What follows belongs to an exercise in optimizing a design on an open flow for small area, a short achievable clock period and few clock cycles per item; a production flow would make more cautious choices.
In this exercise RTL edits were held to simulation tests only and were not proved equivalent to the original.
No activity file was given, so power comes from the tool's default toggle rates.

## fpalu
module fpalu (
    input  wire        clk,
    input  wire        rst,           
    input  wire        in_valid,
    output wire        in_ready,
    input  wire [4:0]  in_op,
    input  wire [31:0] in_a,
    input  wire [31:0] in_b,
    output reg         out_valid,
    output reg  [31:0] out_result
);
Size in the first run: roughly 4100 cells after synthesis, about 310 flip-flops, ~110 I/O pins, roughly 35000 µm² of cells after synthesis.
export LEC_CHECK = 0
export CAP_MARGIN = 20
export CORE_MARGIN = 2
export CORE_UTILIZATION = 55
export CTS_BUF_LIST = sky130_fd_sc_hd__clkbuf_8
export SLEW_MARGIN = 20
create_clock -name core_clock -period 22.0 [get_ports {clk}]
standard.sh (not shown) runs the stock make flow with config.mk's settings and CLKGATE_MAP_FILE= SYNTH_SCRIPT=/design/flow/synth_recipe.tcl, a recipe that flattens the netlist after the stock synthesis.
==> flow/flow/run.sh <==
#!/bin/bash
# The standard layout (bash standard.sh: the standard flow's synthesis and ORFS flow), with
# two changes to how the layout is optimised; the clock, its period and the
# constraints are the design's own:
#  - the timing repair after placement, CTS and global routing aims for
#    16.5 ns of setup slack instead of 0, so it sizes the longest paths for
#    a clock of about 5.5 ns;
#  - every input and output port still gets its own buffer, but a buf_2
#    instead of the delay cell buffer_ports picks by default.
# The make output goes to standard_flow.log, each tool's own log to
# orfs/logs/.
set -euo pipefail
export SETUP_SLACK_MARGIN=16.5
export BUFFER_PORTS_ARGS="-buffer_cell sky130_fd_sc_hd__buf_2"
bash standard.sh > standard_flow.log 2>&1
Testbench counts at the start, summed over its fixed seeds: cycles 40,040, items 40,000.
Then changed:
Settings changed: CORE_UTILIZATION 55 to 70, CTS_BUF_LIST sky130_fd_sc_hd__clkbuf_8 to not set.
Effect: The new run produced a clean layout. Synthesized area stays the same. Clock skew shrinks by 0.041 ns. Sequential share of layout area is about the same. Fmax is about the same. Wire length is lower by 3.5%. Cell area shrinks by 0.45%. Clock power rose by 11%. Power rises by about 5.4%. Worst hold slack got worse by 0.0094 ns. Final cell count decreases by about 4%.

---

run A:
fpalu again, from the RTL that the note above started with.
Settings: LEC_CHECK=0, CAP_MARGIN=20, CORE_MARGIN=2, CORE_UTILIZATION=55, SLEW_MARGIN=20; clock period 22.0 ns.
Scripts as last shown in full above: flow/flow/run.sh
Testbench counts of run A, summed over its fixed seeds: cycles 40,040, items 40,000.
Changes in run B relative to run A:
--- a/flow/flow/run.sh
+++ b/flow/flow/run.sh
@@ -5,4 +5,4 @@
 #  - the timing repair after placement, CTS and global routing aims for
-#    16.5 ns of setup slack instead of 0, so it sizes the longest paths for
-#    a clock of about 5.5 ns;
+#    16.65 ns of setup slack instead of 0, so it sizes the longest paths for
+#    a clock of about 5.35 ns;
 #  - every input and output port still gets its own buffer, but a buf_2
@@ -12,3 +12,3 @@
 set -euo pipefail
-export SETUP_SLACK_MARGIN=16.5
+export SETUP_SLACK_MARGIN=16.65
 export BUFFER_PORTS_ARGS="-buffer_cell sky130_fd_sc_hd__buf_2"
==> comparison <==
- Run B reached the final stage; the timing, design-rule and antenna checks on its layout passed.
- On count of placed standard cells in the final layout, fillers left out, run B and run A are basically level.
- Final wirelength across run B and run A: no real change.
- The proportion of cell area occupied by registers of run A and that of run B are within noise of each other.
- Part of the cycle the worst path needs (lower): run B
Changes in run C relative to run B:
# run B
export LEC_CHECK = 0
export CAP_MARGIN = 20
export CORE_MARGIN = 2
export CORE_UTILIZATION = 55
export SLEW_MARGIN = 20
create_clock -name core_clock -period 22.0 [get_ports {clk}]
# run C
export LEC_CHECK = 0
export CAP_MARGIN = 20
export CORE_MARGIN = 2
export CORE_UTILIZATION = 55
export CTS_CLUSTER_DIAMETER = 200
export CTS_CLUSTER_SIZE = 25
export SLEW_MARGIN = 20
create_clock -name core_clock -period 22.0 [get_ports {clk}]
==> results.txt <==
Run B → run C: clock skew went up 0.0084 ns, power dissipated by switching net loads shrank by about 5%. The transition time at the pin with the least slew margin in run C sits 0.019 ns above the value recorded for run B. Cmp run C and run B / global-route usage / higher: run B. Worst hold slack: run C > run B. Final-layout clock buffer total for run C is lower than for run B. Summary of run C over run B: wire length reported by the detailed router went down; count of max-cap constraint violations did not really move; setup slack went up; detailed-routed wire length on met3 went down. Where total power is concerned, run B is outperformed by run C.

==> afterwards: timing with drivers on the ports <==
The flow's constraints put no driver on any port. The routed layouts listed below were extracted and timed again, unchanged, in two steps.
Step 1 assumes that a clkbuf_16 drives the clock port and a buf_2 every other input.
Step 2 also shifts input and output timing later by t, the mid clock arrival at the registers, as if the neighbouring blocks saw the same clock.
Slacks: ideal ports / drivers / drivers and shift; pairs: ideal ports / drivers.
| run | t (ns) | setup WS [ns] | hold slack, ns | slew at the worst register clock pin (ns) | cell pins on the clock port's net |
|---|---|---|---|---|---|
| the first run of note 1 | 0.754 | 16.487 / 16.419 / 16.622 | 0.431 / 0.431 / 0.431 | 0.08 / 0.08 | 1 |
| the second run of note 1 | 0.619 | 16.478 / 16.478 / 16.478 | 0.422 / 0.422 / 0.422 | 0.07 / 0.07 | 1 |
| run A | 0.658 | 16.537 / 16.469 / 16.632 | 0.426 / 0.426 / 0.426 | 0.07 / 0.07 | 1 |
| run B | 0.662 | 16.576 / 16.508 / 16.697 | 0.427 / 0.427 / 0.427 | 0.07 / 0.07 | 1 |
| run C | 0.609 | 16.598 / 16.531 / 16.728 | 0.451 / 0.451 / 0.451 | 0.12 / 0.12 | 1 |
After both steps every run listed still meets setup and hold.
